Background: an optimization exercise with open tools, aiming at small area, a short achievable clock period and few clock cycles per item. Do not read the settings as production practice. In this exercise RTL edits were held to simulation tests only and were not proved equivalent to the original. Power is estimated from default activity; no workload was simulated.

$ cat design/flow/flow/run.sh
#!/bin/bash
# Standard ORFS layout (the standard.sh, unchanged synthesis), with the
# port buffers inserted as buf_1 cells instead of the default delay buffers
# and timing repair aimed at a setup margin.
set -euo pipefail
bash standard.sh \
    "BUFFER_PORTS_ARGS=-buffer_cell sky130_fd_sc_hd__buf_1" \
    SETUP_SLACK_MARGIN=14 \
    finish > standard_flow.log 2>&1
$ cat design/flow/standard.sh
#!/bin/bash
# synth_recipe.tcl (not shown) runs the flow's synth.tcl, then flattens the netlist and writes it again
# the make line also repeats each setting of config.mk as NAME=value (left out here)
make -C /OpenROAD-flow-scripts/flow DESIGN_CONFIG=/design/flow/config.mk WORK_HOME=/design/flow/orfs CLKGATE_MAP_FILE= SYNTH_SCRIPT=/design/flow/synth_recipe.tcl "${@:-finish}"
$ cat design/flow/config.mk
export PLATFORM = sky130hd
export DESIGN_NAME = dither_brush_builder
export DESIGN_NICKNAME = dither_brush_builder
export VERILOG_FILES = /design/flow/design.v
export SDC_FILE = /design/flow/constraint.sdc
export NUM_CORES = 4
export LEC_CHECK = 0
export CAP_MARGIN = 20
export CORE_MARGIN = 2
export CORE_UTILIZATION = 55
export CTS_BUF_LIST = sky130_fd_sc_hd__clkbuf_8
export SLEW_MARGIN = 20
$ cat design/flow/constraint.sdc
create_clock -name core_clock -period 27.0 [get_ports {clk}]
set_input_delay 5.4000 -clock core_clock [delete_from_list [all_inputs] [get_ports {clk}]]
set_output_delay 5.4000 -clock core_clock [all_outputs]
set_load 0.01 [all_outputs]
$ cat design/flow/design.v
module dither_brush_builder (
    input  wire        clk,
    input  wire        rst_n,
    input  wire        cmd_valid,
    output wire        cmd_ready,
    input  wire [63:0] cmd_word,
    input  wire [3:0]  rsel,
    output reg  [31:0] rdata,
    output wire        fb_valid,
    input  wire        fb_ready,
    output wire [31:0] fb_offset,
    output wire [2:0]  fb_bit,
    output wire [3:0]  fb_pixel
);
    function [3:0] bayer(input [1:0] row, input [1:0] col);
        bayer = {col[0] ^ row[0], row[0], col[1] ^ row[1], row[1]};
    endfunction
    function ge_thr(input [3:0] l, input [3:0] b);
        reg g;
        integer i;
        begin
            g = &l & &b;
            for (i = 0; i < 4; i = i + 1)
                g = b[i] ? (l[i] & g) : (l[i] | g);
            ge_thr = g;
        end
    endfunction
    function ge11(input [10:0] a, input [10:0] b);
        reg g;
        integer i;
        begin
            g = 1'b1;
            for (i = 0; i < 11; i = i + 1)
                g = (a[i] & ~b[i]) | ((a[i] | ~b[i]) & g);
            ge11 = g;
        end
    endfunction
    function [31:0] rom(input [3:0] l);
        integer k;
        reg [4:0] kk;
        begin
            for (k = 0; k < 32; k = k + 1) begin
                kk = k;
                rom[k] = ge_thr(l, bayer(kk[4:3], kk[1:0]));
            end
        end
    endfunction
    function [9:0] dstep(input [8:0] r, input [8:0] d);
        reg [9:0] t, df;
        reg bw, dj;
        integer j;
        begin
            t  = {r, 1'b0};
            bw = 1'b0;
            for (j = 0; j < 10; j = j + 1) begin
                dj    = (j < 9) ? d[j] : 1'b0;
                df[j] = t[j] ^ dj ^ bw;
                bw    = (~t[j] & dj) | (~(t[j] ^ dj) & bw);
            end
            dstep = {!bw, bw ? t[8:0] : df[8:0]};
        end
    endfunction
    function [9:0] fstep(input [8:0] r, input [8:0] d);
        reg [9:0] t;
        reg [10:0] bw;      
        reg q;
        integer j;
        begin
            t = {r, 1'b0};
            bw[0] = 1'b0;
            for (j = 0; j < 10; j = j + 1)
                bw[j+1] = (~t[j] & (j < 9 ? d[j] : 1'b0)) |
                          ((~t[j] | (j < 9 ? d[j] : 1'b0)) & bw[j]);
            q = !bw[10];
            for (j = 0; j < 9; j = j + 1)
                fstep[j] = t[j] ^ (q & (d[j] ^ bw[j]));
            fstep[9] = q;
        end
    endfunction
    function [10:0] div2(input [8:0] r, input [8:0] d);
        reg [9:0] s1, s2;
        begin
            s1 = dstep(r, d);
            s2 = fstep(s1[8:0], d);
            div2 = {s1[9], s2[9], s2[8:0]};
        end
    endfunction
    reg        ready_q, fbv_q, exec_q;
    reg        bvalid_q, high_q, pvalid_q, rvalid_q;
    reg [1:0]  ecode_q;           
    reg [2:0]  lastop_q;
    reg [3:0]  la_q, lb_q;
    reg [1:0]  mx_q;
    reg [3:0]  vl_q;
    reg [3:0]  bidx_q, pix_q, rlvl_q;
    reg [22:0] off_q;
    reg [2:0]  bit_q;
    reg [1:0]  ty_q;
    reg [8:0]  d_q;
    reg [1:0]  qha_q, qhb_q;
    reg [8:0]  rma_q, rmb_q;
    assign cmd_ready = ready_q;
    assign fb_valid  = fbv_q;
    wire [2:0]  op  = cmd_word[2:0];
    wire [7:0]  cb  = cmd_word[15:8];
    wire [7:0]  cg  = cmd_word[23:16];
    wire [7:0]  cr  = cmd_word[31:24];
    wire [15:0] cx  = cmd_word[47:32];
    wire [15:0] cy  = cmd_word[63:48];
    wire illegal  = op[2] & (op[1] | op[0]);
    wire rsv_nz   = |cmd_word[7:3];
    wire no_brush = (op == 3'd3) & !bvalid_q;
    wire [1:0] ecode = illegal ? 2'd1 : rsv_nz ? 2'd2 : no_brush ? 2'd3 : 2'd0;
    wire ok = !illegal & !rsv_nz & !no_brush;
    wire accept = cmd_valid & ready_q;
    wire is_build = ok & !op[2] & !(op[1] & op[0]);    
    wire is_plot  = ok & !op[2] & (op[1] ^ op[0]);     
    wire is_pix   = ok & !op[2] & (op[1] | op[0]);     
    wire is_romrd = ok & op[2];
    wire gt_rg = !ge11({3'd0, cg}, {3'd0, cr});
    wire gt_rb = !ge11({3'd0, cb}, {3'd0, cr});
    wire gt_gb = !ge11({3'd0, cb}, {3'd0, cg});
    wire sel_r = gt_rg & gt_rb;
    wire sel_b = !sel_r & !(!gt_rg & gt_gb);
    wire [7:0] v = sel_r ? cr : !sel_b ? cg : cb;
    wire [7:0] ca = sel_r ? cg : cr;
    wire [7:0] cc = sel_b ? cg : cb;
    wire       high = cr[7] | cg[7] | cb[7];
    wire [8:0] den = high ? {1'b0, v} + 9'd8 : 9'd128;
    wire [3:0] base = high ? {1'b1, cr[7], cg[7], cb[7]} : {1'b0, cr[6], cg[6], cb[6]};
    wire near = (|cr[7:5]) & (|cg[7:5]) & (|cb[7:5]);
    wire [3:0] nbidx = (!high && base == 4'd0 && near) ? 4'h8 : base;
    function [18:0] off_hi(input [15:0] y, input [8:0] xh);
        reg [18:0] a, b, e, s, cc;
        reg c;
        integer i;
        begin
            a  = {3'b0, y};
            b  = {1'b0, y, 2'b0};
            e  = {10'b0, xh};
            s  = a ^ b ^ e;
            cc = ((a & b) | (a & e) | (b & e)) << 1;
            c  = 1'b0;
            for (i = 0; i < 19; i = i + 1) begin
                off_hi[i] = s[i] ^ cc[i] ^ c;
                c = (s[i] & cc[i]) | (s[i] & c) | (cc[i] & c);
            end
        end
    endfunction
    wire [22:0] noff = {off_hi(cy, cx[15:7]), cx[6:3]};
    wire [8:0]  du  = exec_q ? d_q   : den;
    wire [10:0] ua  = div2(exec_q ? rma_q : {1'b0, ca}, du);
    wire [10:0] ub  = div2(exec_q ? rmb_q : {1'b0, cc}, du);
    wire [3:0] nla = {qha_q, ua[10:9]};
    wire [3:0] nlb = {qhb_q, ub[10:9]};
    wire [3:0] ls_q = high_q ? vl_q : 4'd0;
    wire [3:0] lm_q = high_q ? 4'd15 : vl_q;
    wire [3:0] lr = mx_q[1] ? lm_q : la_q;
    wire [3:0] lg = mx_q[1] ? la_q : mx_q[0] ? lb_q : lm_q;
    wire [3:0] lbl = mx_q[0] ? lm_q : lb_q;
    wire [3:0] bn = bayer(ty_q, bit_q[1:0]);
    wire [3:0] tt = (bn == 4'd15) ? 4'd15 : bn + 4'd1;
    reg [9:0] d3;
    reg       c3;
    integer   k3;
    always @(*) begin
        d3[0] = d_q[0];
        c3 = 1'b0;
        for (k3 = 1; k3 < 10; k3 = k3 + 1) begin
            d3[k3] = (k3 < 9 ? d_q[k3] : 1'b0) ^ d_q[k3-1] ^ c3;
            c3 = ((k3 < 9 ? d_q[k3] : 1'b0) & d_q[k3-1]) | (((k3 < 9 ? d_q[k3] : 1'b0) | d_q[k3-1]) & c3);
        end
    end
    wire [10:0] tm = (tt[1:0] == 2'd1) ? {2'b0, d_q} :
                     (tt[1:0] == 2'd2) ? {1'b0, d_q, 1'b0} : {1'b0, d3};
    function fast_ge(input [1:0] qh, input [8:0] rm);
        reg lo;
        begin
            lo = (tt[1:0] == 2'd0) | ge11({rm, 2'b00}, tm);
            fast_ge = (qh > tt[3:2]) | ((qh == tt[3:2]) & lo);
        end
    endfunction
    wire pa = fast_ge(qha_q, rma_q);
    wire pb = fast_ge(qhb_q, rmb_q);
    wire pm = ge_thr(lm_q, bn);
    wire [3:0] plot_pix = {!ge_thr(~ls_q, bn),
                           mx_q[1] ? pm : pa,
                           mx_q[1] ? pa : mx_q[0] ? pb : pm,
                           mx_q[0] ? pm : pb};
    wire [3:0] samp_pix = {!ge_thr(~ls_q, bn), ge_thr(lr, bn), ge_thr(lg, bn), ge_thr(lbl, bn)};
    wire [3:0] pix_new = !lastop_q[1] ? plot_pix : !lastop_q[0] ? bidx_q : samp_pix;
    wire exec_ok = exec_q & (ecode_q == 2'd0);
    wire lvl_en  = exec_ok & !lastop_q[2] & !(lastop_q[1] & lastop_q[0]);
    wire pix_en  = exec_ok & !lastop_q[2] & (lastop_q[1] | lastop_q[0]);
    assign fb_offset = {9'd0, off_q};
    assign fb_bit    = bit_q;
    assign fb_pixel  = exec_q ? pix_new : pix_q;
    always @(posedge clk or negedge rst_n) begin
        if (!rst_n) begin
            ready_q  <= 1'b0;
            fbv_q    <= 1'b0;
            bvalid_q <= 1'b0;
            high_q   <= 1'b0;
            pvalid_q <= 1'b0;
            rvalid_q <= 1'b0;
            ecode_q  <= 2'd0;
            lastop_q <= 3'd0;
        end else if (ready_q) begin
            if (cmd_valid) begin
                ready_q  <= 1'b0;
                fbv_q    <= is_plot;
                lastop_q <= op;
                ecode_q  <= ecode;
                if (is_build) begin
                    bvalid_q <= 1'b1;
                    high_q   <= high;
                end
                if (is_pix)
                    pvalid_q <= 1'b1;
                if (is_romrd)
                    rvalid_q <= 1'b1;
            end
        end else if (fbv_q) begin
            if (fb_ready) begin
                fbv_q   <= 1'b0;
                ready_q <= 1'b1;
            end
        end else begin
            ready_q <= 1'b1;
        end
    end
    always @(posedge clk) begin
        exec_q <= accept;
        d_q   <= den;
        qha_q <= ua[10:9];
        qhb_q <= ub[10:9];
        rma_q <= ua[8:0];
        rmb_q <= ub[8:0];
        ty_q  <= cy[1:0];
        if (accept && is_build) begin
            vl_q   <= v[6:3];
            mx_q   <= {sel_r, sel_b};
            bidx_q <= nbidx;
        end
        if (accept && is_romrd)
            rlvl_q <= cmd_word[11:8];
        if (ready_q) begin
            off_q <= noff;
            bit_q <= cx[2:0];
        end
        if (lvl_en) begin
            la_q <= nla;
            lb_q <= nlb;
        end
        if (pix_en)
            pix_q <= pix_new;
    end
    wire [31:0] status = {21'd0, rvalid_q, pvalid_q, lastop_q, 1'b0, ecode_q,
                          (ecode_q != 2'd0), high_q, bvalid_q};
    wire [7:0] sel = {8{!rsel[3]}} & (8'd1 << rsel[2:0]);
    always @(*) begin
        rdata = ({32{sel[0]}} & status)
              | ({32{sel[1]}} & rom(lbl))
              | ({32{sel[2]}} & rom(lg))
              | ({32{sel[3]}} & rom(lr))
              | ({32{sel[4]}} & ~rom(~ls_q))
              | ({32{sel[5]}} & {28'd0, bidx_q})
              | ({32{sel[6]}} & {28'd0, pix_q})
              | ({32{sel[7]}} & rom(rlvl_q));
    end
endmodule
==> results of run 1 <==
-- per-layer routing --
| metal | global-route usage | vias up | routed length (um) |
|---|---|---|---|
| met2 | 0.5075 | 362 | 12330 |
| met1 | 0.4171 | 3797 | 11080 |
| met5 | 0 | - | 0 |
| met3 | 0.04510 | 67 | 1535 |
| li1 | - | 3779 | - |
| met4 | 0.1556 | 0 | 1171 |
-- power by group through the flow --
stage | clock (mW) | combinational (mW) | sequential, mW
6_report | 0.0961 | 0.499 | 0.224
5_1_grt | 0.103 | 0.551 | 0.227
4_1_cts | 0.0988 | 0.480 | 0.223
3_5_place_dp | 0 | 0.454 | 0.226
3_3_place_gp | 0 | 0.443 | 0.226
2_1_floorplan | 0 | 0.351 | 0.220
-- cells in the mapped netlist, drive strengths merged, types with 4 or more instances --
cell / number / area share
a31oi: 13 / 0.012
edfxtp: 52 / 0.18
a221oi: 8 / 0.010
nor3: 23 / 0.015
o22ai: 11 / 0.0079
dfrtp: 11 / 0.032
mux2i: 24 / 0.028
a21oi: 63 / 0.036
nor2: 91 / 0.039
nor2b: 24 / 0.017
xnor2: 19 / 0.019
inv: 94 / 0.040
a221o: 6 / 0.0069
maj3: 25 / 0.029
a211oi: 17 / 0.015
ha: 23 / 0.033
o31ai: 9 / 0.0078
a21o: 20 / 0.017
or2: 9 / 0.0065
fa: 45 / 0.10
nand3: 24 / 0.014
nand2b: 17 / 0.012
dfxtp: 34 / 0.078
o21ai: 56 / 0.033
o221ai: 6 / 0.0060
a22o: 4 / 0.0040
clkbuf: 40 / 0.017
xor2: 8 / 0.0080
a22oi: 7 / 0.0092
mux2: 8 / 0.010
nand2: 105 / 0.046
and3: 4 / 0.0029
o211ai: 6 / 0.0063
nand3b: 4 / 0.0034
and2: 8 / 0.0057
buf: 22 / 0.019
o21a: 5 / 0.0043
-- timing repair --
item / in CTS / in global routing
gates resized for setup: 14 / 33
buffers inserted: 10 / 9
pin swaps: 3 / 9
endpoints found under the setup margin: 22 / 28
-- cells in the final DEF (no fill, tap or decap), types with 10 or more instances in the layout --
cell,count
inv_1,90
nand2_1,103
edfxtp_1,52
dfrtp_1,11
maj3_1,19
nor2_1,89
buf_1,129
nor3_1,18
buf_4,25
nor2b_1,23
fa_1,45
mux2i_1,22
o21ai_0,45
dfxtp_1,33
xnor2_1,19
ha_1,23
nand3_1,23
nand2b_1,17
a211oi_1,16
clkbuf_8,10
a21o_1,20
a21oi_1,60
-- sequential cells by signal, indices dropped and copies added (netlist names), 2 cells and up --
name / count
d_q: 9
ecode_q: 2
bidx_q: 4
vl_q: 4
rma_q: 9
ty_q: 2
rmb_q: 9
lb_q: 4
bit_q: 3
qhb_q: 2
mx_q: 2
off_q: 23
qha_q: 2
lastop_q: 3
la_q: 4
rlvl_q: 4
pix_q: 4
-- cell families (layout without fill, tap and decap cells) --
logic type	after synthesis	after routing
AO/OA/AOI/OAI	270	270
XOR/XNOR	27	27
adder cells (fa/ha/maj)	93	93
buffers and inverters	159	274
flip-flops	97	97
multiplexers	32	32
other	1	9
AND/OR/NAND/NOR	326	326
-- per-stage QoR --
| step | total power [mW] | cells | util | cell area, um2 |
|---|---|---|---|---|
| detailed placement | 0.6800 | 1308 | 0.5893 | 9260 |
| global route | 0.8816 | 1344 | 0.6236 | 9798 |
| CTS | 0.8016 | 1334 | 0.6105 | 9593 |
| global placement | 0.6688 | 1308 | 0.5893 | 9260 |
| finish | 0.8195 | 1344 | 0.6236 | 9798 |
| floorplan | 0.5706 | 1013 | - | 8747 |
-- final timing paths --
kind / from / to / slack [ns] / cells after the start
max in group asynchronous: rst_n / high_q / 21.59 / 1
worst max-delay path: rsel[1] / rdata[3] / 14.10 / 8
min in group asynchronous: rst_n / fbv_q / 4.99 / 1
worst min register to register: qha_q[1] / la_q[3] / 0.45 / 0
worst min-delay path: qha_q[1] / la_q[3] / 0.45 / 0
worst max register to register: exec_q / rmb_q[8] / 20.00 / 30
-- area by class of cell --
type	count	area, um2
sequential	97	2519
timing repair buffer	161	713.2
inverter	97	371.6
clock buffer	10	137.6
clock inverter	6	52.55
fill	1437	5914
tap	216	270.3
multi-input combinational	757	5734
-- worst reg2reg max path: cells and delay by family (launching register included) --
kind | cells | cell delay (ns)
buffers and inverters | 11 | 1.73
DFF | 1 | 0.33
adders and majority gates | 12 | 3.71
and+or+nand+nor | 1 | 0.07
muxes | 2 | 0.46
AOI/OAI and AO/OA | 4 | 0.63
==> reports/metrics.yaml, run 1 <==
synth_fa_ha_area_frac: 0.1656
seq_power_share: 0.274
area_growth_pct: 12.40
synth-simple-area-share: 0.1770
critPathMaxFanout: 9
drt_iter0_markers: 771
antenna_found_initial: 0
start_util: 0.5548
worstHoldPathType: "reg -> reg"
synth_edf_count: 52
grt_max_degree: 51
fmax_mhz: 77.54
synth_compound_area_frac: 0.2252
switching_power_uw: 367.4
worstPathRequired_ns: 21.60
report.final.slew_viol_count: 0
num-nets-final: 1263
p_comb_frac: 0.609
vdd_drop_max_uv: 78.62
wl_per_cell_um: 19.43
htree_levels: 3
clkTransAtPathRegs_ns: 0.10
drive_above_1_share: 0.1073
yosysUniqueCellTypes: 92
root_buffer: "clkbuf_8"
cp_common_cell: "buf_1"
crit_path_end_kind: "output pin"
status: "no timing/DRC/antenna violations"
num_io_pins: 145
internal_power_uw: 452.1
synth_area_mm2: 0.008717
post-place-ws_ns: 12.53
swShare: 0.4483
ys_warn_count: 1
port_buffers: 135
synth-seq-cells: 97
clk_latency_ns: 0.39
tightest_slew_ns: 1.049
overflow: 0
vias: 8005
fin_hold_ws_ns: 0.4539
place.gp.congestion: 0.9754
cts_max_path_buffers: 2
synth_cells: 1005
drc: 0
crit_path_cell_trace: "buf_1 -> nand2b_1 -> or2_2 -> a21oi_1 -> o21ai_0 -> o221ai_1 -> a221o_1 -> buf_1"
p_leak_nw: 3.986
routed_wl_um: 26110
period_minus_slack_ns: 12.90
crit_type: "in -> out"
tritoncts: "done"
hold_buffers: 0
async_flop_share: 0.1134
core_mm2: 0.01571
dr.pass1.iters: 7
synth_ff_type: "edfxtp_1"
cts_buffers: 9
finalHoldViolCount: 0
cp_slowest_cell: "or2_2"
fp.dieW_um: 129.9
critPathLaunchType: "primary input"
dp_hpwl_um: 20510
path_delay_family: "compound AO/OA/AOI/OAI gates"
via_per_inst: 5.956
dieHeight_um: 129.9
die_area_mm2: 0.01687
n_antenna_cell: 0
setup_viol: 0
max_stage_delay_ns: 0.38
rsz0062_at_grt: "true"
grt_pass1_vias: 7432
p_per_area_mw_per_mm2: 83.64
finalCritPeriodShare: 0.4776
yosysSeqAreaShare: 0.2888
avgSynthCellArea_um2: 8.674
grt_pass1_wl_um: 40480
track_usage: 0.3146
relSlewSlack: 0.3007
rows: 46
clkSinkCount: 97
worst_slack_ns: 14.10
clock_skew_ns: 0.007714
clockPowerShare: 0.117
critPathArrivalTime_ns: 7.50
cap_violations: 0
drtAntennaViolNets: 0
synthMuxAreaShare: 0.03789
synth_xor_area_frac: 0.02713
synth_top_family_by_area: "compound AO/OA/AOI/OAI gates"
path_buf_inv: 2
final.setup.tns_ns: 0
Testbench counts, summed over its fixed seeds: cycles 24,016, items 12,000.
==> run 2, diff against run 1 <==
--- a/design/flow/design.v
+++ b/design/flow/design.v
@@ -96,7 +96,7 @@
     reg [22:0] off_q;
     reg [2:0]  bit_q;
     reg [1:0]  ty_q;
-    reg [8:0]  d_q;
+    reg [2:0]  v20_q;             
     reg [1:0]  qha_q, qhb_q;
     reg [8:0]  rma_q, rmb_q;
     assign cmd_ready = ready_q;
@@ -148,6 +148,8 @@
         end
     endfunction
     wire [22:0] noff = {off_hi(cy, cx[15:7]), cx[6:3]};
+    wire [5:0] vh1 = {1'b0, high_q, vl_q} + 6'd1;
+    wire [8:0] d_q = high_q ? {vh1, v20_q} : 9'd128;
     wire [8:0]  du  = exec_q ? d_q   : den;
     wire [10:0] ua  = div2(exec_q ? rma_q : {1'b0, ca}, du);
     wire [10:0] ub  = div2(exec_q ? rmb_q : {1'b0, cc}, du);
@@ -231,7 +233,7 @@
     end
     always @(posedge clk) begin
         exec_q <= accept;
-        d_q   <= den;
+        v20_q <= v[2:0];
         qha_q <= ua[10:9];
         qhb_q <= ub[10:9];
         rma_q <= ua[8:0];
--- a/design/flow/config.mk
+++ b/design/flow/config.mk
@@ -8,5 +8,4 @@
 export CAP_MARGIN = 20
 export CORE_MARGIN = 2
 export CORE_UTILIZATION = 55
-export CTS_BUF_LIST = sky130_fd_sc_hd__clkbuf_8
 export SLEW_MARGIN = 20
==> run 2 against run 1 <==
Fmax about the same. Cell area is 0.93% higher. Still clean on timing, DRC and antenna. Non-clock buffer count rose by 17. Power down 4.7%. Critical path type is now in -> reg. Global-route usage is 0.23 points lower. Combinational power shrank 12%. Via count rose by 2.2%. Cell count fell by 1.3%. First-iteration DRC count is 49% higher. Critical endpoint is now rma_q[1]. Sequential power fell by 7%. Die area decreased by 2.2%. Largest cell class unchanged.
==> reports/metrics.yaml, run 2 <==
worst_slack_ns: 14.12  # was 14.10 ns
clockPowerShare: 0.169  # was 0.117
dieHeight_um: 128.5  # was 129.9 um
setup_viol: 0  # unchanged
n_antenna_cell: 0  # unchanged
vdd_drop_max_uv: 88.04  # was 78.62 uV
clock_skew_ns: 0.008758  # was 0.007714 ns
ys_warn_count: 1  # unchanged
dp_hpwl_um: 19410  # was 20510 um
synth.most_common_cell: "nand2_1"  # unchanged
p_leak_nw: 3.968  # was 3.986 nW
fp.dieW_um: 128.5  # was 129.9 um
num_io_pins: 145  # unchanged
num-nets-final: 1275  # was 1263
rows: 45  # was 46
track_usage: 0.3123  # was 0.3146
cp_common_cell: "fa_2"  # was buf_1
drive_above_1_share: 0.1414  # was 0.1073
final_common_cell: "buf_1"  # unchanged
fin_hold_ws_ns: 0.4436  # was 0.4539 ns
yosysTopAreaCell: "edfxtp_1"  # unchanged
critPathArrivalTime_ns: 13.17  # was 7.50 ns
registers.top_by_ff_count: "off_q"  # unchanged
synth_cells: 997  # was 1005
synth_ff_type: "edfxtp_1"  # unchanged
synth_top_family_by_area: "compound AO/OA/AOI/OAI gates"  # unchanged
clkSinkCount: 91  # was 97
tightest_slew_ns: 0.9121  # was 1.049 ns
final_cell_mix: "buf_1, nand2_1, nor2_1, inv_1, o21ai_0"  # was buf_1, nand2_1, inv_1, nor2_1, a21oi_1
synth-simple-area-share: 0.1758  # was 0.1770
status: "no timing/DRC/antenna violations"  # unchanged
clk_latency_ns: 0.36  # was 0.39 ns
finalNonFillerCells: 1327  # was 1344
drc: 0  # unchanged
synth_fa_ha_area_frac: 0.1650  # was 0.1656
wl_per_cell_um: 19.55  # was 19.43 um
relSlewSlack: 0.3919  # was 0.3007
switching_power_uw: 332.9  # was 367.4 uW
synth.area.top_cells: "edfxtp_1, fa_1, dfxtp_1"  # unchanged
critPathLaunchType: "primary input"  # unchanged
synth_edf_count: 52  # unchanged
yosysSeqAreaShare: 0.2814  # was 0.2888
port_buffers: 135  # unchanged
drtAntennaViolNets: 0  # unchanged
critPathMaxFanout: 8  # was 9
yosysUniqueCellTypes: 90  # was 92
netlist.area_leader.share: 0.1833  # was 0.1791
max_stage_delay_ns: 0.43  # was 0.38 ns
routed_wl_um: 25950  # was 26110 um
clkTransAtPathRegs_ns: 0.07  # was 0.10 ns
internal_power_uw: 448.4  # was 452.1 uW
rsz0062_at_grt: "true"  # unchanged
drt_iter0_markers: 1149  # was 771
design_area_mm2: 0.009889  # was 0.009798 mm2
antenna_found_initial: 0  # unchanged
final.setup.tns_ns: 0  # unchanged
p_comb_frac: 0.564  # was 0.609
dp.cells: 1273  # was 1308
cp_slowest_cell: "a311o_2"  # was or2_2
vias: 8183  # was 8005
post-place-ws_ns: 12.48  # was 12.53 ns
cts_max_path_buffers: 2  # unchanged
via_per_inst: 6.167  # was 5.956
fmax_mhz: 77.61  # was 77.54 MHz
finalHoldViolCount: 0  # unchanged
root_buffer: "clkbuf_16"  # was clkbuf_8
synth_common_cells: "nand2_1, nor2_1, inv_1"  # was nand2_1, inv_1, nor2_1
worstHoldPathType: "reg -> reg"  # unchanged
overflow: 0  # unchanged
crit_path_end_kind: "register"  # was output pin
avgSynthCellArea_um2: 8.544  # was 8.674 um2
place.gp.congestion: 0.9421  # was 0.9754
p_per_area_mw_per_mm2: 79.00  # was 83.64 mW/mm2
grt_pass1_wl_um: 39460  # was 40480 um
period_minus_slack_ns: 12.88  # was 12.90 ns
synth_area_mm2: 0.008518  # was 0.008717 mm2
synth_compound_area_frac: 0.2231  # was 0.2252
tritoncts: "done"  # unchanged
dr.pass1.iters: 8  # was 7
crit_type: "in -> reg"  # was in -> out
async_flop_share: 0.1209  # was 0.1134
placed_area_mm2: 0.008984  # was 0.009260 mm2
seq_power_share: 0.267  # was 0.274
finalCritPeriodShare: 0.4772  # was 0.4776
die_area_mm2: 0.01650  # was 0.01687 mm2
cts_buffers: 9  # unchanged
report.final.slew_viol_count: 0  # unchanged
swShare: 0.4261  # was 0.4483
core_mm2: 0.01515  # was 0.01571 mm2
cap_violations: 0  # unchanged
area_growth_pct: 16.10  # was 12.40%
worstPathRequired_ns: 27.29  # was 21.60 ns
synthMuxAreaShare: 0.04392  # was 0.03789
grt_pass1_vias: 7231  # was 7432
synth-seq-cells: 91  # was 97
htree_levels: 3  # unchanged
grt_max_degree: 48  # was 51
synth_xor_area_frac: 0.02673  # was 0.02713
reg_top3: "off_q: 23 flops, rma_q: 9 flops, rmb_q: 9 flops"
start_util: 0.5624  # was 0.5548
largest_reg_flops: 23  # unchanged
run 2: stage by stage:
stage | util | total power [mW]
3_5_place_dp | 0.5931 | 0.5738
4_1_cts | 0.6329 | 0.7374
5_1_grt | 0.6530 | 0.8328
2_1_floorplan | - | 0.4929
6_report | 0.6530 | 0.7813
3_3_place_gp | 0.5931 | 0.5691
run 2: power groups by stage:
stage | sequential, mW | clock [mW] | combinational [mW]
floorplan | 0.205 | 0 | 0.288
global placement | 0.210 | 0 | 0.359
detailed placement | 0.210 | 0 | 0.363
CTS | 0.207 | 0.132 | 0.398
global route | 0.211 | 0.137 | 0.485
finish | 0.209 | 0.132 | 0.441
run 2: worst paths after layout:
kind | depth (start not counted) | slack (ns) | endpoint | from
min in group asynchronous | 1 | 5.03 | ready_q | rst_n
min | 0 | 0.44 | la_q[2] | qha_q[0]
min reg2reg | 0 | 0.44 | la_q[2] | qha_q[0]
max reg2reg | 29 | 19.24 | rmb_q[1] | exec_q
max | 31 | 14.12 | rma_q[1] | cmd_word[26]
max in group asynchronous | 1 | 21.55 | high_q | rst_n
run 2: final cells by class:
type	instances	area (um2)
fillers	1301	5256
inverters	91	365.4
flip-flops and latches	91	2397
multi-input cells	762	5719
clock inverters	5	48.80
well taps	188	235.2
clock buffers	11	254.0
repair buffers	178	860.8
repair inverters	1	8.758
run 2: per-layer routing:
metal	track usage	wire length, um	part of all wire	vias to the layer above
met1	0.4139	10700	0.41	3902
met3	0.03493	1753	0.068	70
met5	0	0	0	-
li1	-	-	-	3818
met2	0.5203	12460	0.48	393
met4	0.1364	1034	0.040	0
run 2: critical path: cells and delay by family:
family	cells	cell delay [ns]
AO/OA/AOI/OAI	10	2.51
adder cells (fa/ha/maj)	9	2.92
buffers and inverters	5	0.44
multiplexers	2	0.62
AND/OR/NAND/NOR	5	1.25
run 2: logic make-up after synthesis:
kind of cell	Yosys count
AO/OA/AOI/OAI	281
XOR/XNOR	26
AND/OR/NAND/NOR	320
multiplexers	36
other	1
buffers and inverters	153
flip-flops	91
adder cells (fa/ha/maj)	89
run 2: timing repair:
item                                   in CTS  in global routing
resized for setup                          39                 48
hold buffers                                0                  0
pin swaps                                  12                 21
buffers inserted                           21                 15
cloned                                      1                  1
endpoints found under the hold margin       0                  0
setup endpoints to repair                  25                 32
Testbench counts of run 2, summed over its fixed seeds: cycles 24,016, items 12,000.
==> run 3, diff against run 2 <==
--- a/design/flow/flow/run.sh
+++ b/design/flow/flow/run.sh
@@ -5,5 +5,5 @@
 set -euo pipefail
 bash standard.sh \
     "BUFFER_PORTS_ARGS=-buffer_cell sky130_fd_sc_hd__buf_1" \
-    SETUP_SLACK_MARGIN=14 \
+    SETUP_SLACK_MARGIN=13.7 \
     finish > standard_flow.log 2>&1
--- a/design/flow/config.mk
+++ b/design/flow/config.mk
@@ -8,4 +8,5 @@
 export CAP_MARGIN = 20
 export CORE_MARGIN = 2
 export CORE_UTILIZATION = 55
+export CTS_BUF_LIST = sky130_fd_sc_hd__clkbuf_8
 export SLEW_MARGIN = 20
==> run 3 against run 2 <==
Still clean on timing, DRC and antenna. Global-route usage shrank 1.1 points. Clock-buffer cell count shrank 2. Utilization shrank 2.2 points. Die area is the same. Non-clock buffer count shrank 16. Routed wire length shrank 2.7%. Power shrank 8.4%. Combinational power shrank 7.9%. Critical path type is now in -> out. Largest cell class unchanged.
==> reports/metrics.yaml, run 3 <==
period_minus_slack_ns: 13.11  # was 12.88 ns
synth_ff_type: "edfxtp_1"  # unchanged
largest_reg_flops: 23  # unchanged
multi_input_area_mm2: 0.005629  # was 0.005719 mm2
root_buffer: "clkbuf_8"  # was clkbuf_16
n_antenna_cell: 0  # unchanged
synth.most_common_cell: "nand2_1"  # unchanged
r2r-end: "rmb_q[1]"  # unchanged
p_leak_nw: 3.822  # was 3.968 nW
rows: 45  # unchanged
wl_per_cell_um: 19.27  # was 19.55 um
reg2reg_depth: 29  # unchanged
grt_max_degree: 48  # unchanged
drtAntennaViolNets: 0  # unchanged
synthMuxAreaShare: 0.04392  # unchanged
final_util: 0.6305  # was 0.6530
clock_skew_ns: 0.01238  # was 0.008758 ns
dp_hpwl_um: 19410  # unchanged
dr.pass1.iters: 6  # was 8
internal_power_uw: 401.2  # was 448.4 uW
overflow: 0  # unchanged
synth_top_family_by_area: "compound AO/OA/AOI/OAI gates"  # unchanged
track_usage: 0.3015  # was 0.3123
rsz0062_at_grt: "false"  # was true
synth_area_mm2: 0.008518  # unchanged
tritoncts: "done"  # unchanged
worst_slack_ns: 13.89  # was 14.12 ns
yosysUniqueCellTypes: 90  # unchanged
tightest_slew_ns: 0.9681  # was 0.9121 ns
crit_type: "in -> out"  # was in -> reg
fp.dieW_um: 128.5  # unchanged
worstHoldPathType: "reg -> reg"  # unchanged
post-place-ws_ns: 12.48  # unchanged
num_io_pins: 145  # unchanged
r2r_slack_ns: 19.17  # was 19.24 ns
synth.area.top_cells: "edfxtp_1, fa_1, dfxtp_1"  # unchanged
p_per_area_mw_per_mm2: 74.93  # was 79.00 mW/mm2
drive_above_1_share: 0.1070  # was 0.1414
relSlewSlack: 0.3546  # was 0.3919
seq_power_share: 0.291  # was 0.267
die_area_mm2: 0.01650  # unchanged
final_cell_mix: "buf_1, nand2_1, nor2_1, inv_1, o21ai_0"  # unchanged
netlist.area_leader.share: 0.1833  # unchanged
setup_viol: 0  # unchanged
port_buffers: 135  # unchanged
registers.top_by_ff_count: "off_q"  # unchanged
clkSinkCount: 91  # unchanged
clockPowerShare: 0.141  # was 0.169
cts_buffers: 9  # unchanged
vias: 7974  # was 8183
synth_edf_count: 52  # unchanged
grt_pass1_vias: 7077  # was 7231
clkTransAtPathRegs_ns: 0.09  # was 0.07 ns
async_flop_share: 0.1209  # unchanged
final_common_cell: "buf_1"  # unchanged
synth_common_cells: "nand2_1, nor2_1, inv_1"  # unchanged
min-delay-start: "qha_q[0]"  # unchanged
synth-seq-cells: 91  # unchanged
dieHeight_um: 128.5  # unchanged
fin_hold_ws_ns: 0.4470  # was 0.4436 ns
cts_max_path_buffers: 2  # unchanged
p_comb_frac: 0.568  # was 0.564
seqCellArea_mm2: 0.002397  # unchanged
power.total_uw: 715.5  # was 781.3 uW
yosysTopAreaCell: "edfxtp_1"  # unchanged
holdPathEnd: "la_q[2]"  # unchanged
drc: 0  # unchanged
place.gp.congestion: 0.9421  # unchanged
critPathArrivalTime_ns: 7.71  # was 13.17 ns
start_util: 0.5624  # unchanged
avgSynthCellArea_um2: 8.544  # unchanged
clk_latency_ns: 0.38  # was 0.36 ns
critPathMaxFanout: 8  # unchanged
antenna_found_initial: 0  # unchanged
final.setup.tns_ns: 0  # unchanged
status: "no timing/DRC/antenna violations"  # unchanged
crit_path_end_kind: "output pin"  # was register
core_mm2: 0.01515  # unchanged
drt_iter0_markers: 1050  # was 1149
num-nets-final: 1258  # was 1275
report.final.slew_viol_count: 0  # unchanged
hold_buffers: 0  # unchanged
finalHoldViolCount: 0  # unchanged
synth_xor_area_frac: 0.02673  # unchanged
area_growth_pct: 12.10  # was 16.10%
fill_cells: 1341  # was 1301
cap_violations: 0  # unchanged
grt_pass1_wl_um: 38230  # was 39460 um
synth_cells: 997  # unchanged
reg2reg_from: "exec_q"  # unchanged
vdd_drop_max_uv: 96.15  # was 88.04 uV
synth_fa_ha_area_frac: 0.1650  # unchanged
critPathLaunchType: "primary input"  # unchanged
routed_wl_um: 25240  # was 25950 um
synth_compound_area_frac: 0.2231  # unchanged
switching_power_uw: 314.3  # was 332.9 uW
synth-simple-area-share: 0.1758  # unchanged
ys_warn_count: 1  # unchanged
reg_top3: "off_q: 23 flops, rma_q: 9 flops, rmb_q: 9 flops"  # unchanged
worstPathRequired_ns: 21.60  # was 27.29 ns
htree_levels: 3  # unchanged
finalCritPeriodShare: 0.4854  # was 0.4772
fmax_mhz: 76.30  # was 77.61 MHz
whs_path_depth: 0  # unchanged
yosysSeqAreaShare: 0.2814  # unchanged
via_per_inst: 6.087  # was 6.167
swShare: 0.4392  # was 0.4261
[run 3: cell types whose count changed in the layout (fill, tap and decap cells not counted), sizes merged]
cell,before,now
bufinv,0,1
clkinv,3,2
inv,93,94
buf,173,153
clkbuf,16,18
[run 3: through the flow]
stage,std cells,instance area (um2)
floorplan,1005,8548
global placement,1273,8984
detailed placement,1273,8984
CTS,1296,9274
global route,1310,9549
finish,1310,9549
[run 3: layout make-up]
cell class / instances / area share
timing repair buffer: 162 / 0.07573
clock buffer: 9 / 0.01297
inverter: 91 / 0.03747
clock inverter: 7 / 0.008648
tap: 188 / 0.02463
multi-input combinational: 762 / 0.5895
sequential: 91 / 0.2510
[run 3: how the worst max path moves through the flow]
| stage | startpoint | to | slack (ns) | cells past startpoint |
|---|---|---|---|---|
| floorplan | cmd_word[30] | rma_q[5] | 14.01 | 35 |
| global placement | cmd_word[20] | rma_q[1] | 12.49 | 32 |
| detailed placement | cmd_word[20] | rma_q[1] | 12.48 | 32 |
| CTS | cmd_word[27] | rma_q[1] | 13.77 | 31 |
| global route | cmd_word[27] | rma_q[1] | 13.68 | 31 |
| finish | rsel[2] | rdata[9] | 13.89 | 8 |
[run 3: critical path, cell delays in order]
cell,delay [ns]
buf_1,0.26
or4b_2,0.74
or2_2,0.41
o21ai_1,0.32
a21oi_1,0.08
nand4_1,0.23
a21o_1,0.11
buf_1,0.15
[run 3: what timing repair did]
action / in CTS / in global routing
resized for setup: 13 / 39
pin swaps: 5 / 13
setup buffers: 7 / 13
cloned: 0 / 1
endpoints found under the setup margin: 22 / 24
[run 3: logic make-up after synthesis]
| family | Yosys count |
|---|---|
| flip-flops | 91 |
| buffers and inverters | 153 |
| AND/OR/NAND/NOR | 320 |
| multiplexers | 36 |
| AO/OA/AOI/OAI | 281 |
| adder cells (fa/ha/maj) | 89 |
| other | 1 |
| XOR/XNOR | 26 |
[run 3: power groups by stage]
stage	clock [mW]	sequential [mW]	combinational, mW
floorplan	0	0.205	0.288
global placement	0	0.210	0.359
detailed placement	0	0.210	0.363
CTS	0.102	0.207	0.371
global route	0.107	0.210	0.450
finish	0.101	0.208	0.406
[run 3: routing by layer]
metal	vias to the layer above	part of all wire	track usage
met4	0	0.037	0.1222
met5	-	0	0
met3	53	0.071	0.03576
met2	379	0.48	0.5006
li1	3772	-	-
met1	3770	0.41	0.4037
==> run 4, diff against run 3 <==
--- a/design/flow/flow/run.sh
+++ b/design/flow/flow/run.sh
@@ -5,5 +5,5 @@
 set -euo pipefail
 bash standard.sh \
     "BUFFER_PORTS_ARGS=-buffer_cell sky130_fd_sc_hd__buf_1" \
-    SETUP_SLACK_MARGIN=13.7 \
+    SETUP_SLACK_MARGIN=14 \
     finish > standard_flow.log 2>&1
--- a/design/flow/config.mk
+++ b/design/flow/config.mk
@@ -7,6 +7,6 @@
 export LEC_CHECK = 0
 export CAP_MARGIN = 20
 export CORE_MARGIN = 2
-export CORE_UTILIZATION = 55
+export CORE_UTILIZATION = 48
 export CTS_BUF_LIST = sky130_fd_sc_hd__clkbuf_8
 export SLEW_MARGIN = 20
==> run 4 against run 3 <==
Setup slack better by 0.25 ns. Critical path type is now in -> reg. Cell count up 4.3%. Clock-buffer cell count unchanged.
==> reports/metrics.yaml, run 4 <==
status: "no timing/DRC/antenna violations"  # unchanged
reg_top3: "off_q: 23 flops, rma_q: 9 flops, rmb_q: 9 flops"  # unchanged
synth_edf_count: 52  # unchanged
report.final.slew_viol_count: 0  # unchanged
largest_reg_flops: 23  # unchanged
synth_ff_type: "edfxtp_1"  # unchanged
drtAntennaViolNets: 0  # unchanged
crit_path_end_kind: "register"  # was output pin
antenna_found_initial: 0  # unchanged
tritoncts: "done"  # unchanged
cp_common_cell: "fa_2"  # was buf_1
root_buffer: "clkbuf_8"  # unchanged
critPathMaxFanout: 8  # unchanged
clock_skew_ns: 0.01026  # was 0.01238 ns
worstPathRequired_ns: 27.32  # was 21.60 ns
finalCritPeriodShare: 0.4762  # was 0.4854
synth.area.top_cells: "edfxtp_1, fa_1, dfxtp_1"  # unchanged
cts_max_path_buffers: 2  # unchanged
yosysTopAreaCell: "edfxtp_1"  # unchanged
track_usage: 0.2806  # was 0.3015
start_util: 0.4925  # was 0.5624
clkTransAtPathRegs_ns: 0.10  # was 0.09 ns
vias: 8089  # was 7974
p_leak_nw: 3.945  # was 3.822 nW
r2r_slack_ns: 19.71  # was 19.17 ns
htree_levels: 3  # unchanged
ys_warn_count: 1  # unchanged
yosysUniqueCellTypes: 90  # unchanged
drc: 0  # unchanged
relSlewSlack: 0.3376  # was 0.3546
period_minus_slack_ns: 12.86  # was 13.11 ns
registers.top_by_ff_count: "off_q"  # unchanged
tightest_slew_ns: 0.9845  # was 0.9681 ns
drt_iter0_markers: 933  # was 1050
reg2reg_from: "exec_q"  # unchanged
setup_viol: 0  # unchanged
clkSinkCount: 91  # unchanged
final.setup.tns_ns: 0  # unchanged
synth.most_common_cell: "nand2_1"  # unchanged
synth-seq-cells: 91  # unchanged
max_stage_delay_ns: 0.48  # was 0.74 ns
num-nets-final: 1277  # was 1258
dp_hpwl_um: 20290  # was 19410 um
wl_per_cell_um: 19.60  # was 19.27 um
crit_path_end: "rma_q[1]"  # was rdata[9]
synth_common_cells: "nand2_1, nor2_1, inv_1"  # unchanged
dieHeight_um: 137.2  # was 128.5 um
post-place-ws_ns: 12.47  # was 12.48 ns
area_growth_pct: 15.78  # was 12.10%
via_per_inst: 5.922  # was 6.087
rows: 48  # was 45
fin_hold_ws_ns: 0.4617  # was 0.4470 ns
overflow: 0  # unchanged
reg2reg_depth: 26  # was 29
die_area_mm2: 0.01883  # was 0.01650 mm2
crit_type: "in -> reg"  # was in -> out
synth_cells: 997  # unchanged
critPathArrivalTime_ns: 13.17  # was 7.71 ns
avgSynthCellArea_um2: 8.544  # unchanged
critPathLaunchType: "primary input"  # unchanged
n_antenna_cell: 0  # unchanged
grt_max_degree: 47  # was 48
cts_buffers: 9  # unchanged
r2r-end: "rma_q[1]"  # was rmb_q[1]
routed_wl_um: 26770  # was 25240 um
fp.dieW_um: 137.2  # was 128.5 um
grt_pass1_wl_um: 40010  # was 38230 um
rsz0062_at_grt: "false"  # unchanged
cap_violations: 0  # unchanged
async_flop_share: 0.1209  # unchanged
grt_pass1_vias: 7267  # was 7077
yosysSeqAreaShare: 0.2814  # unchanged
vdd_drop_max_uv: 74.96  # was 96.15 uV
core_mm2: 0.01730  # was 0.01515 mm2
final_common_cell: "buf_1"  # unchanged
power.total_uw: 760.1  # was 715.5 uW
fill_cells: 1629  # was 1341
port_buffers: 135  # unchanged
fmax_mhz: 77.78  # was 76.30 MHz
p_per_area_mw_per_mm2: 77.07  # was 74.93 mW/mm2
critPathLaunch: "cmd_word[26]"  # was rsel[2]
synth_area_mm2: 0.008518  # unchanged
dr.pass1.iters: 6  # unchanged
cp_slowest_cell: "or4_1"  # was or4b_2
final_cell_mix: "buf_1, nand2_1, nor2_1, inv_1"  # was buf_1, nand2_1, nor2_1, inv_1, o21ai_0
finalHoldViolCount: 0  # unchanged
netlist.area_leader.share: 0.1833  # unchanged
clk_latency_ns: 0.40  # was 0.38 ns
place.gp.congestion: 0.9551  # was 0.9421
drive_above_1_share: 0.1437  # was 0.1070
worst_slack_ns: 14.14  # was 13.89 ns
num_io_pins: 145  # unchanged
worstHoldPathType: "reg -> reg"  # unchanged
==> run 4: layer usage <==
layer  wire, um  global-route usage
met5          0                   0
met2      12260              0.4472
met1      11390              0.3756
met4       1302              0.1352
met3       1817             0.04121
==> run 4: what timing repair did <==
| action | in CTS | in global routing |
|---|---|---|
| endpoints found under the setup margin | 26 | 26 |
| cloned | 1 | 2 |
| setup buffers | 10 | 25 |
| resized for setup | 34 | 58 |
| pin swaps | 7 | 30 |
| hold buffers | 0 | 0 |
==> run 4: cell families (layout without fill, tap and decap cells) <==
kind of cell / Yosys count / after routing / synth area share
AO/OA/AOI/OAI: 281 / 282 / 0.2231
XOR/XNOR: 26 / 26 / 0.02673
adder cells (fa/ha/maj): 89 / 89 / 0.1650
buffers and inverters: 153 / 288 / 0.08358
flip-flops: 91 / 91 / 0.2814
multiplexers: 36 / 36 / 0.04392
other: 1 / 9 / 0.0004402
AND/OR/NAND/NOR: 320 / 320 / 0.1758
==> run 4: worst min-delay path by stage <==
stage	from	endpoint	slack, ns	depth (start not counted)
detailed placement	qha_q[1]	la_q[3]	0.44	0
finish	qhb_q[0]	lb_q[2]	0.46	0
global route	qha_q[1]	la_q[3]	0.47	0
CTS	qha_q[1]	la_q[3]	0.46	0
floorplan	qha_q[0]	la_q[2]	0.41	0
global placement	qha_q[1]	la_q[3]	0.44	0
==> run 4: cell type report <==
cell class / count / area, um2 / share of cell area
repair inverters: 2 / 17.52 / 0.001776
well taps: 225 / 281.5 / 0.02855
multi-input cells: 762 / 5698 / 0.5778
repair buffers: 179 / 862.1 / 0.08741
clock inverters: 7 / 118.9 / 0.01205
inverters: 91 / 362.8 / 0.03679
flip-flops and latches: 91 / 2397 / 0.2431
clock buffers: 9 / 123.9 / 0.01256
==> run 4: where the power goes <==
| part | total (mW) | leakage (nW) | internal [mW] | switching [mW] |
|---|---|---|---|---|
| combinational | 0.436 | 2.95 | 0.188 | 0.248 |
| clock | 0.116 | 0.122 | 0.0550 | 0.0605 |
| sequential | 0.209 | 0.870 | 0.185 | 0.0239 |
| total | 0.760 | 3.94 | 0.428 | 0.332 |
==> run 4: worst max-delay path, delay by kind of cell <==
| kind | cells | cell delay (ns) |
|---|---|---|
| buf+inv | 4 | 0.35 |
| fa+ha+maj | 9 | 2.99 |
| compound gates | 13 | 3.04 |
| simple gates | 5 | 1.37 |
==> run 4: metrics by stage <==
| stage | utilization | area (um2) | cells |
|---|---|---|---|
| 2_1_floorplan | - | 8548 | 1005 |
| 3_3_place_gp | 0.5229 | 9045 | 1312 |
| 3_5_place_dp | 0.5229 | 9045 | 1312 |
| 4_1_cts | 0.5483 | 9484 | 1339 |
| 5_1_grt | 0.5702 | 9862 | 1366 |
| 6_report | 0.5702 | 9862 | 1366 |
==> run 5, diff against run 4 <==
--- a/design/flow/config.mk
+++ b/design/flow/config.mk
@@ -7,6 +7,6 @@
 export LEC_CHECK = 0
 export CAP_MARGIN = 20
 export CORE_MARGIN = 2
-export CORE_UTILIZATION = 48
+export CORE_UTILIZATION = 55
 export CTS_BUF_LIST = sky130_fd_sc_hd__clkbuf_8
 export SLEW_MARGIN = 20
==> run 5 against run 4 <==
Critical path depth is 22 lower. Setup slack better by 0.027 ns. Synthesized area stayed put. Largest cell class unchanged. Power is 3.2% lower. Highest routed layer unchanged. Critical path type is now in -> out. Combinational power is 2% lower. Via count is 1.2% lower. Global-route usage is 2.6 points higher. Sequential share of layout area is 0.47 points higher. Cell count is 3.7% lower. Clock power is 13% lower. Cell area is 1.9% lower. Routed wire length is 5.2% lower.
==> reports/metrics.yaml, run 5 <==
use_met2: 0.5097  # was 0.4472
crit_type: "in -> out"  # was in -> reg
drc: 0  # unchanged
n_antenna_cell: 0  # unchanged
synth_ff_type: "edfxtp_1"  # unchanged
clockPowerShare: 0.137  # was 0.152
critPathLaunchType: "primary input"  # unchanged
htree_levels: 3  # unchanged
cap_violations: 0  # unchanged
core_mm2: 0.01515  # was 0.01730 mm2
crit_path_end_kind: "output pin"  # was register
netlist.area_leader.share: 0.1833  # unchanged
clock_skew_ns: 0.01139  # was 0.01026 ns
p_comb_frac: 0.580  # was 0.573
switching_power_uw: 320.4  # was 332.4 uW
rsz0062_at_grt: "true"  # was false
path_buf_inv: 2  # was 4
synth.area.top_cells: "edfxtp_1, fa_1, dfxtp_1"  # unchanged
relSlewSlack: 0.3846  # was 0.3376
final_cell_mix: "buf_1, nand2_1, nor2_1, inv_1, o21ai_0"  # was buf_1, nand2_1, nor2_1, inv_1
fmax_mhz: 77.95  # was 77.78 MHz
cp_slowest_cell: "nor4b_1"  # was or4_1
finalCritPeriodShare: 0.4752  # was 0.4762
setup_viol: 0  # unchanged
die_area_mm2: 0.01650  # was 0.01883 mm2
place.gp.congestion: 0.9421  # was 0.9551
antenna_found_initial: 0  # unchanged
path_delay_family: "simple AND/OR/NAND/NOR gates"  # was compound AO/OA/AOI/OAI gates
synth.most_common_cell: "nand2_1"  # unchanged
final_util: 0.6387  # was 0.5702
async_flop_share: 0.1209  # unchanged
grt_pass1_wl_um: 38870  # was 40010 um
yosysTopAreaCell: "edfxtp_1"  # unchanged
fin_hold_ws_ns: 0.4445  # was 0.4617 ns
power.total_uw: 736.0  # was 760.1 uW
grt_pass1_vias: 7188  # was 7267
clkSinkCount: 91  # unchanged
avgSynthCellArea_um2: 8.544  # unchanged
dieHeight_um: 128.5  # was 137.2 um
p_leak_nw: 3.867  # was 3.945 nW
hold_buffers: 0  # unchanged
swShare: 0.4353  # was 0.4373
drt_iter0_markers: 1021  # was 933
rows: 45  # was 48
synth_common_cells: "nand2_1, nor2_1, inv_1"  # unchanged
period_minus_slack_ns: 12.83  # was 12.86 ns
finalHoldViolCount: 0  # unchanged
seqCellArea_mm2: 0.002397  # unchanged
drtAntennaViolNets: 0  # unchanged
fill_cells: 1331  # was 1629
critPathMaxFanout: 9  # was 8
routed_wl_um: 25370  # was 26770 um
tritoncts: "done"  # unchanged
seq_power_share: 0.283  # was 0.275
status: "no timing/DRC/antenna violations"  # unchanged
vias: 7988  # was 8089
clkTransAtPathRegs_ns: 0.09  # was 0.10 ns
clk_latency_ns: 0.38  # was 0.40 ns
track_usage: 0.3071  # was 0.2806
dr.pass1.iters: 6  # unchanged
multi_input_area_mm2: 0.005705  # was 0.005698 mm2
worstPathRequired_ns: 21.60  # was 27.32 ns
max_stage_delay_ns: 0.46  # was 0.48 ns
cts_max_path_buffers: 2  # unchanged
reg_top3: "off_q: 23 flops, rma_q: 9 flops, rmb_q: 9 flops"  # unchanged
port_buffers: 135  # unchanged
drive_above_1_share: 0.1294  # was 0.1437
final_common_cell: "buf_1"  # unchanged
p_per_area_mw_per_mm2: 76.08  # was 77.07 mW/mm2
area_growth_pct: 13.57  # was 15.78%
report.final.slew_viol_count: 0  # unchanged
via_per_inst: 6.070  # was 5.922
overflow: 0  # unchanged
synth_edf_count: 52  # unchanged
tightest_slew_ns: 0.9231  # was 0.9845 ns
internal_power_uw: 415.6  # was 427.7 uW
fp.dieW_um: 128.5  # was 137.2 um
vdd_drop_max_uv: 87.33  # was 74.96 uV
gr-max-usage-layer: "met2"  # unchanged
grt_max_degree: 48  # was 47
synth_area_mm2: 0.008518  # unchanged
crit_path_cell_trace: "buf_1 -> nand2b_1 -> or2_2 -> nor2_1 -> a21oi_1 -> o311ai_0 -> nor4b_1 -> o311ai_0 -> buf_1"
num_io_pins: 145  # unchanged
use_met3: 0.03534  # was 0.04121
gr-usage-met1: 0.4075  # was 0.3756
worstHoldPathType: "reg -> reg"  # unchanged
synth-seq-cells: 91  # unchanged
dp_hpwl_um: 19410  # was 20290 um
start_util: 0.5624  # was 0.4925
yosysSeqAreaShare: 0.2814  # unchanged
synth_cells: 997  # unchanged
cts_buffers: 9  # unchanged
critPathArrivalTime_ns: 7.43  # was 13.17 ns
final.setup.tns_ns: 0  # unchanged
num-nets-final: 1264  # was 1277
largest_reg_flops: 23  # unchanged
root_buffer: "clkbuf_8"  # unchanged
ys_warn_count: 1  # unchanged
r2r_slack_ns: 19.26  # was 19.71 ns
yosysUniqueCellTypes: 90  # unchanged
wl_per_cell_um: 19.28  # was 19.60 um
registers.top_by_ff_count: "off_q"  # unchanged
[run 5: stage by stage]
| stage | setup slack, ns | instance area, um2 | cells |
|---|---|---|---|
| finish | 14.17 | 9674 | 1316 |
| global route | 13.87 | 9674 | 1316 |
| CTS | 13.93 | 9379 | 1300 |
| detailed placement | 12.48 | 8984 | 1273 |
| global placement | 12.49 | 8984 | 1273 |
| floorplan | 14.01 | 8548 | 1005 |
[run 5: kinds of logic after synthesis]
logic type,Yosys count,synth area share
xor gates and xnor gates,26,0.02673
other,1,0.0004402
and+or+nand+nor,320,0.1758
AOI/OAI and AO/OA,281,0.2231
adders and majority gates,89,0.1650
buffers and inverters,153,0.08358
DFF,91,0.2814
muxes,36,0.04392
[run 5: layout make-up]
cell class | count | area share
clock buffer | 9 | 0.01280
clock inverter | 7 | 0.008536
inverter | 91 | 0.03699
multi-input combinational | 762 | 0.5898
sequential | 91 | 0.2478
tap | 188 | 0.02431
timing repair buffer | 168 | 0.07980
[run 5: repair_timing]
action	4_1_cts	5_1_grt
pin swaps	11	19
resized for setup	32	48
hold endpoints to repair	0	0
buffers inserted	10	16
cloned	1	0
endpoints found under the setup margin	25	32
[run 5: worst paths after layout]
kind / cells past startpoint / end / from
worst min-delay path: 0 / la_q[3] / qha_q[1]
max in group asynchronous: 1 / high_q / rst_n
worst max-delay path: 9 / rdata[2] / rsel[3]
worst min register to register: 0 / la_q[3] / qha_q[1]
min in group asynchronous: 1 / ready_q / rst_n
worst max register to register: 29 / rmb_q[1] / exec_q
[run 5: power groups by stage]
stage / Clock [mW] / Sequential (mW) / Combinational (mW)
6_report: 0.101 / 0.208 / 0.427
5_1_grt: 0.107 / 0.210 / 0.471
4_1_cts: 0.102 / 0.207 / 0.383
3_5_place_dp: 0 / 0.210 / 0.363
3_3_place_gp: 0 / 0.210 / 0.359
2_1_floorplan: 0 / 0.205 / 0.288
[run 5: routing by layer]
metal	vias to the layer above	routed length, um
met5	-	0
met4	0	1103
li1	3789	-
met3	62	1627
met2	357	12140
met1	3780	10500
==> run 6, diff against run 5 <==
--- a/design/flow/flow/run.sh
+++ b/design/flow/flow/run.sh
@@ -5,5 +5,5 @@
 set -euo pipefail
 bash standard.sh \
     "BUFFER_PORTS_ARGS=-buffer_cell sky130_fd_sc_hd__buf_1" \
-    SETUP_SLACK_MARGIN=14 \
+    SETUP_SLACK_MARGIN=14 SETUP_MOVE_SEQUENCE=unbuffer,sizeup,swap \
     finish > standard_flow.log 2>&1
==> run 6 against run 5 <==
Highest routed layer unchanged. Still clean on timing, DRC and antenna. Cell count fell by 2.1%. Synthesized cell count unchanged. Largest power group unchanged. Routed wire length fell by 2.5%. Clock-buffer cell count did not move. Clock skew is 0.00087 ns higher. First-iteration DRC count down 6.0%. Synthesized area unchanged. Clock power about the same. Combinational power is 7.0% lower. Fmax down 1.8%.
==> reports/metrics.yaml, run 6 <==
synth_top_family_by_area: "compound AO/OA/AOI/OAI gates"  # unchanged
wl_per_cell_um: 19.19  # was 19.28 um
period_minus_slack_ns: 13.07  # was 12.83 ns
status: "no timing/DRC/antenna violations"  # unchanged
netlist.area_leader.share: 0.1833  # unchanged
worst_slack_ns: 13.93  # was 14.17 ns
dp_hpwl_um: 19410  # unchanged
synth_edf_count: 52  # unchanged
report.final.slew_viol_count: 0  # unchanged
synth.area.top_cells: "edfxtp_1, fa_1, dfxtp_1"  # unchanged
cap_violations: 0  # unchanged
grt_pass1_vias: 7094  # was 7188
fp.dieW_um: 128.5  # unchanged
finalCritPeriodShare: 0.4840  # was 0.4752
num-nets-final: 1237  # was 1264
clkTransAtPathRegs_ns: 0.10  # was 0.09 ns
root_buffer: "clkbuf_8"  # unchanged
cts_buffers: 9  # unchanged
die_area_mm2: 0.01650  # unchanged
finalHoldViolCount: 0  # unchanged
tightest_slew_ns: 0.8535  # was 0.9231 ns
critPathMaxFanout: 11  # was 9
p_comb_frac: 0.563  # was 0.580
core_mm2: 0.01515  # unchanged
drc: 0  # unchanged
ys_warn_count: 1  # unchanged
grt_max_degree: 48  # unchanged
tritoncts: "done"  # unchanged
num_io_pins: 145  # unchanged
crit_type: "in -> reg"  # was in -> out
avgSynthCellArea_um2: 8.544  # unchanged
synth_area_mm2: 0.008518  # unchanged
htree_levels: 3  # unchanged
fmax_mhz: 76.53  # was 77.95 MHz
overflow: 0  # unchanged
track_usage: 0.3007  # was 0.3071
rows: 45  # unchanged
relSlewSlack: 0.4266  # was 0.3846
crit_path_end_kind: "register"  # was output pin
async_flop_share: 0.1209  # unchanged
synth_xor_area_frac: 0.02673  # unchanged
start_util: 0.5624  # unchanged
worstHoldPathType: "reg -> reg"  # unchanged
switching_power_uw: 313.0  # was 320.4 uW
vdd_drop_max_uv: 97.68  # was 87.33 uV
p_per_area_mw_per_mm2: 74.18  # was 76.08 mW/mm2
yosysTopAreaCell: "edfxtp_1"  # unchanged
swShare: 0.4433  # was 0.4353
critPathLaunchType: "primary input"  # unchanged
max_stage_delay_ns: 0.55  # was 0.46 ns
drt_iter0_markers: 960  # was 1021
p_leak_nw: 3.749  # was 3.867 nW
setup_viol: 0  # unchanged
synth_common_cells: "nand2_1, nor2_1, inv_1"  # unchanged
seq_power_share: 0.295  # was 0.283
synth_fa_ha_area_frac: 0.1650  # unchanged
critPathArrivalTime_ns: 13.37  # was 7.43 ns
synthMuxAreaShare: 0.04392  # unchanged
synth-simple-area-share: 0.1758  # unchanged
dieHeight_um: 128.5  # unchanged
final.setup.tns_ns: 0  # unchanged
n_antenna_cell: 0  # unchanged
synth_ff_type: "edfxtp_1"  # unchanged
synth_cells: 997  # unchanged
clock_skew_ns: 0.01226  # was 0.01139 ns
via_per_inst: 6.123  # was 6.070
antenna_found_initial: 0  # unchanged
largest_reg_flops: 23  # unchanged
yosysSeqAreaShare: 0.2814  # unchanged
port_buffers: 135  # unchanged
clockPowerShare: 0.142  # was 0.137
cp_common_cell: "fa_2"
drive_above_1_share: 0.1153  # was 0.1294
area_growth_pct: 11.75  # was 13.57%
reg_top3: "off_q: 23 flops, rma_q: 9 flops, rmb_q: 9 flops"  # unchanged
registers.top_by_ff_count: "off_q"  # unchanged
vias: 7892  # was 7988
clkSinkCount: 91  # unchanged
yosysUniqueCellTypes: 90  # unchanged
synth_compound_area_frac: 0.2231  # unchanged
synth.most_common_cell: "nand2_1"  # unchanged
cp_slowest_cell: "or4_1"  # was nor4b_1
internal_power_uw: 393.1  # was 415.6 uW
final_common_cell: "buf_1"  # unchanged
worstPathRequired_ns: 27.30  # was 21.60 ns
synth-seq-cells: 91  # unchanged
clk_latency_ns: 0.38  # about the same
place.gp.congestion: 0.9421  # unchanged
dr.pass1.iters: 7  # was 6
final_cell_mix: "buf_1, nand2_1, nor2_1, inv_1, o21ai_0"  # unchanged
drtAntennaViolNets: 0  # unchanged
routed_wl_um: 24740  # was 25370 um
rsz0062_at_grt: "true"  # unchanged
cts_max_path_buffers: 2  # unchanged
post-place-ws_ns: 12.48  # unchanged
grt_pass1_wl_um: 38120  # was 38870 um
## run 6: cell counts after synthesis
Identical to the previous run, type by type.
## run 6: cell families (layout without fill, tap and decap cells)
family / Yosys count / count (layout)
AO/OA/AOI/OAI: 281 / 281
XOR/XNOR: 26 / 26
adder cells (fa/ha/maj): 89 / 89
buffers and inverters: 153 / 249
flip-flops: 91 / 91
multiplexers: 36 / 36
other: 1 / 9
AND/OR/NAND/NOR: 320 / 320
## run 6: cell type report
class | instances | area, um2
Fill cell | 1350 | 5627
Sequential cell | 91 | 2397
Multi-Input combinational cell | 761 | 5715
Timing Repair Buffer | 142 | 606.8
Tap cell | 188 | 235.2
Inverter | 91 | 357.8
Clock buffer | 9 | 123.9
Clock inverter | 7 | 82.58
## run 6: metal layers
layer,vias to the layer above,global-route usage,routed length (um),share of wire
met5,-,0,0,0
met3,65,0.03576,1462,0.059
met4,0,0.1248,1015,0.041
li1,3727,-,-,-
met1,3749,0.4007,10460,0.42
met2,351,0.5000,11800,0.48
## run 6: power by group through the flow
stage / Sequential (mW) / Clock [mW] / Combinational (mW)
global route: 0.210 / 0.107 / 0.440
global placement: 0.210 / 0 / 0.359
detailed placement: 0.210 / 0 / 0.363
floorplan: 0.205 / 0 / 0.288
CTS: 0.207 / 0.102 / 0.374
finish: 0.208 / 0.100 / 0.397
## run 6: final timing paths
kind / from / to / cells after the start / slack [ns]
worst max-delay path: cmd_word[16] / rma_q[1] / 32 / 13.93
worst min-delay path: qha_q[0] / la_q[2] / 0 / 0.45
worst max register to register: exec_q / rmb_q[1] / 28 / 19.15
worst min register to register: qha_q[0] / la_q[2] / 0 / 0.45
max in group asynchronous: rst_n / high_q / 1 / 21.57
min in group asynchronous: rst_n / ready_q / 1 / 5.01
## run 6: critical path: cells and delay by family
kind / cells / cell delay [ns]
buf+inv: 5 / 0.43
simple gates: 5 / 1.26
compound gates: 11 / 2.74
fa+ha+maj: 10 / 3.29
mux: 1 / 0.22
## run 6: through the flow
stage	total power [mW]	utilization	cells	area (um2)	hold WS, ns
5_1_grt	0.7579	0.6285	1289	9519	0.4559
4_1_cts	0.6831	0.6150	1289	9315	0.4488
3_3_place_gp	0.5691	0.5931	1273	8984	0.4291
6_report	0.7061	0.6285	1289	9519	0.4473
2_1_floorplan	0.4929	-	1005	8548	0.4082
3_5_place_dp	0.5738	0.5931	1273	8984	0.4269
## run 6: timing repair
action                     in CTS  in global routing
setup endpoints to repair      25                 32
gates cloned                    0                  0
setup buffers                   0                  0
gates resized for setup        46                 55
hold buffers                    0                  0
pin swaps                      16                 27

==> afterwards: timing with drivers on the ports <==
Ports are ideal in the flow. The routed layouts listed here were re-timed in OpenROAD.
Step 1 (the two cells are an assumption about what drives the block):
set clk [get_ports {clk}]
set_driving_cell -lib_cell sky130_fd_sc_hd__clkbuf_16 $clk
set_driving_cell -lib_cell sky130_fd_sc_hd__buf_2 [delete_from_list [all_inputs] $clk]
Step 2 also shifts input and output timing later by t, the mid clock arrival at the registers, as if the neighbouring blocks saw the same clock.
Slacks: no drivers / after step 1 / after step 2; pairs: no drivers / after step 1.
| run | shift t [ns] | slack for setup (ns) | slew at the worst register clock pin (ns) |
|---|---|---|---|
| run 1 | 0.429 | 14.104 / 14.073 / 13.977 | 0.11 / 0.11 |
| run 2 | 0.399 | 14.115 / 14.141 / 13.742 | 0.07 / 0.07 |
| run 3 | 0.415 | 13.894 / 13.865 / 13.573 | 0.11 / 0.11 |
| run 4 | 0.439 | 14.143 / 14.146 / 13.727 | 0.11 / 0.11 |
| run 5 | 0.413 | 14.171 / 14.143 / 13.795 | 0.10 / 0.10 |
| run 6 | 0.411 | 13.932 / 13.944 / 13.533 | 0.10 / 0.10 |
After both steps setup and hold are still met in every run listed. The setup slack of run 4, which loses most, moves by +0.003 ns with the drivers and by -0.416 ns with both steps.
